This is an optimization exercise on Yosys and OpenROAD, whose aim is small area, not a production implementation. The RTL was checked by simulation tests, not by an equivalence proof against the original design. Power figures rest on the tool's default switching activity, not on a simulated workload.

==> flow/design.v (excerpt) <==
module qseq (
    input  wire        clk,
    input  wire        rst,
    input  wire        cmd_valid,
    input  wire [7:0]  cmd_op,
    input  wire [31:0] cmd_addr,
    input  wire [31:0] cmd_len,
    input  wire [31:0] cmd_arg,
    output wire        rdy,
    output wire        done,
    output reg  [7:0]  res_code,
    output wire [2:0]  res_cause,
    output reg  [63:0] res_value,
    output reg  [3:0]  bri_op,
    output wire        bri_clear_all,
    output reg  [7:0]  txn_opcode,
    output wire [23:0] txn_addr,
    output wire [2:0]  txn_addr_lines,
    output wire [5:0]  txn_addr_bits,
    output wire [2:0]  txn_data_lines,
    output wire [4:0]  txn_dummy,
    output wire [1:0]  txn_dir,
    output wire [31:0] txn_len,
    output wire [7:0]  bri_wdata,
    input  wire [2:0]  bri_flags,
    input  wire [7:0]  bri_rdata,
    output wire        hbuf_we,
    output wire        hbuf_re,
    output wire [31:0] hbuf_addr,
    output wire [7:0]  hbuf_wdata,
    input  wire [7:0]  hbuf_rdata
);
For scale: ~140 flip-flops, about 340 I/O pins, about 9500 um2 of cells after synthesis.
==> flow/config.mk <==
export PLATFORM = sky130hd
export DESIGN_NAME = qseq
export DESIGN_NICKNAME = qseq
export VERILOG_FILES = /design/flow/design.v
export SDC_FILE = /design/flow/constraint.sdc
export NUM_CORES = 4
export LEC_CHECK = 0
export CAP_MARGIN = 20
export CORE_MARGIN = 2
export CORE_UTILIZATION = 50
export CTS_BUF_LIST = sky130_fd_sc_hd__clkbuf_8
export PLACE_DENSITY = 0.7
export SLEW_MARGIN = 20
==> flow/constraint.sdc <==
create_clock -name core_clock -period 10.0 [get_ports {clk}]
set_input_delay 2.0000 -clock core_clock [delete_from_list [all_inputs] [get_ports {clk}]]
set_output_delay 2.0000 -clock core_clock [all_outputs]
set_load 0.01 [all_outputs]
standard.sh (not shown) runs the stock make flow with config.mk's settings and CLKGATE_MAP_FILE= SYNTH_SCRIPT=/design/flow/synth_recipe.tcl, a recipe that flattens the netlist after the stock synthesis.
==> flow/flow/run.sh <==
#!/bin/bash
# The standard layout (standard.sh), with these changes:
# - synthesis maps the logic with ABC's default script (flow/abc.script) and
#   leaves adders to ABC instead of extracting half/full-adder cells; the
#   registers are those of the standard synthesis;
# - each port is buffered by the smallest plain buffer (buf_1);
# - clock tree synthesis uses clkbuf_8 and adds no dummy loads.
set -euo pipefail
here=$(pwd)
export BUFFER_PORTS_ARGS="-buffer_cell sky130_fd_sc_hd__buf_1"
export CTS_ARGS="-sink_clustering_enable -repair_clock_nets -buf_list sky130_fd_sc_hd__clkbuf_8 -dont_use_dummy_load"
export MY_ABC_SCRIPT="$here/flow/abc.script"
{
  cat <<'TCL'
# ABC with this flow's script in place of the one the platform picks
proc abc {args} {
  set out {}
  set skip 0
  foreach a $args {
    if {$skip} { set skip 0; lappend out $::env(MY_ABC_SCRIPT); continue }
    if {$a eq "-script"} { set skip 1 }
    lappend out $a
  }
  yosys abc {*}$out
}
# no half/full-adder extraction: ABC maps the adders
proc extract_fa {args} { }
TCL
  cat synth_recipe.tcl
} > my_synth.tcl
sed "s|SYNTH_SCRIPT=[^ ]*|SYNTH_SCRIPT=$here/my_synth.tcl|" standard.sh > my_standard.sh
grep -q "SYNTH_SCRIPT=$here/my_synth.tcl" my_standard.sh
bash my_standard.sh > standard.log 2>&1
==> flow/flow/abc.script <==
strash
&get -n
&fraig -x
&put
scorr
dc2
dretime
strash
&get -n
&dch -f
&nf
&put
==> next run, changes <==
--- a/flow/design.v
+++ b/flow/design.v
@@ -90,16 +90,16 @@
     reg        abi, abi_n;
     reg [2:0]  stage, stage_n;
     reg [2:0]  cause, cause_n;
     reg        chk, chk_n;
     reg [10:0] tb, tb_n;
     reg [16:0] td, td_n;
-    reg [23:0] a, a_n;
-    reg [31:0] r, r_n;
-    reg [31:0] p, p_n;
-    reg        stop, stop_n;
+    reg [23:0] a, a_n;        
+    reg [31:0] r, r_n;        
+    reg [31:0] p, p_n;        
+    reg        stop, stop_n;  
     function [31:0] inc32(input [31:0] x, input ci);
         integer i;
         reg c;
         begin
             c = ci;
             for (i = 0; i < 32; i = i + 1) begin
After rerunning: The changed run completed with no timing, DRC or antenna violations. Worst hold slack does not change. Total power is unchanged. Core utilization stays the same. Worst setup slack does not change. Via count stays the same. Flip-flop and latch count stays the same. Sequential power barely changes. Maximum frequency is unchanged. Count of clock-buffer cells in the layout stays the same. Synthesized area does not change. Synthesized cell count does not change.

separate check: timing with driven ports:
In the flow no input, the clock included, has a driving cell. The finished layouts below were timed again as built, in two steps. Step 1 assumes that a clkbuf_16 drives the clock port and a buf_2 every other input. Step 2 adds t to the input delays and takes it off the output delays; t is the mean of the earliest and latest rising clock arrival at the registers after step 1. Input paths then give back, and output paths get back, about the clock's delay inside the block. Three values: ideal, step 1, step 2; two values: the first two.
| run | t, ns | slack for setup (ns) | hold WS [ns] | worst setup path after step 2 | clock arrival spread, ns |
|---|---|---|---|---|---|
| the first run | 0.505 | 4.261 / 4.218 / 4.723 | 0.435 / 0.435 / 0.435 | register to output | 0.042 / 0.042 |
| the second run | 0.505 | 4.261 / 4.218 / 4.723 | 0.435 / 0.435 / 0.435 | register to output | 0.042 / 0.042 |
After both steps every run listed still meets setup and hold.
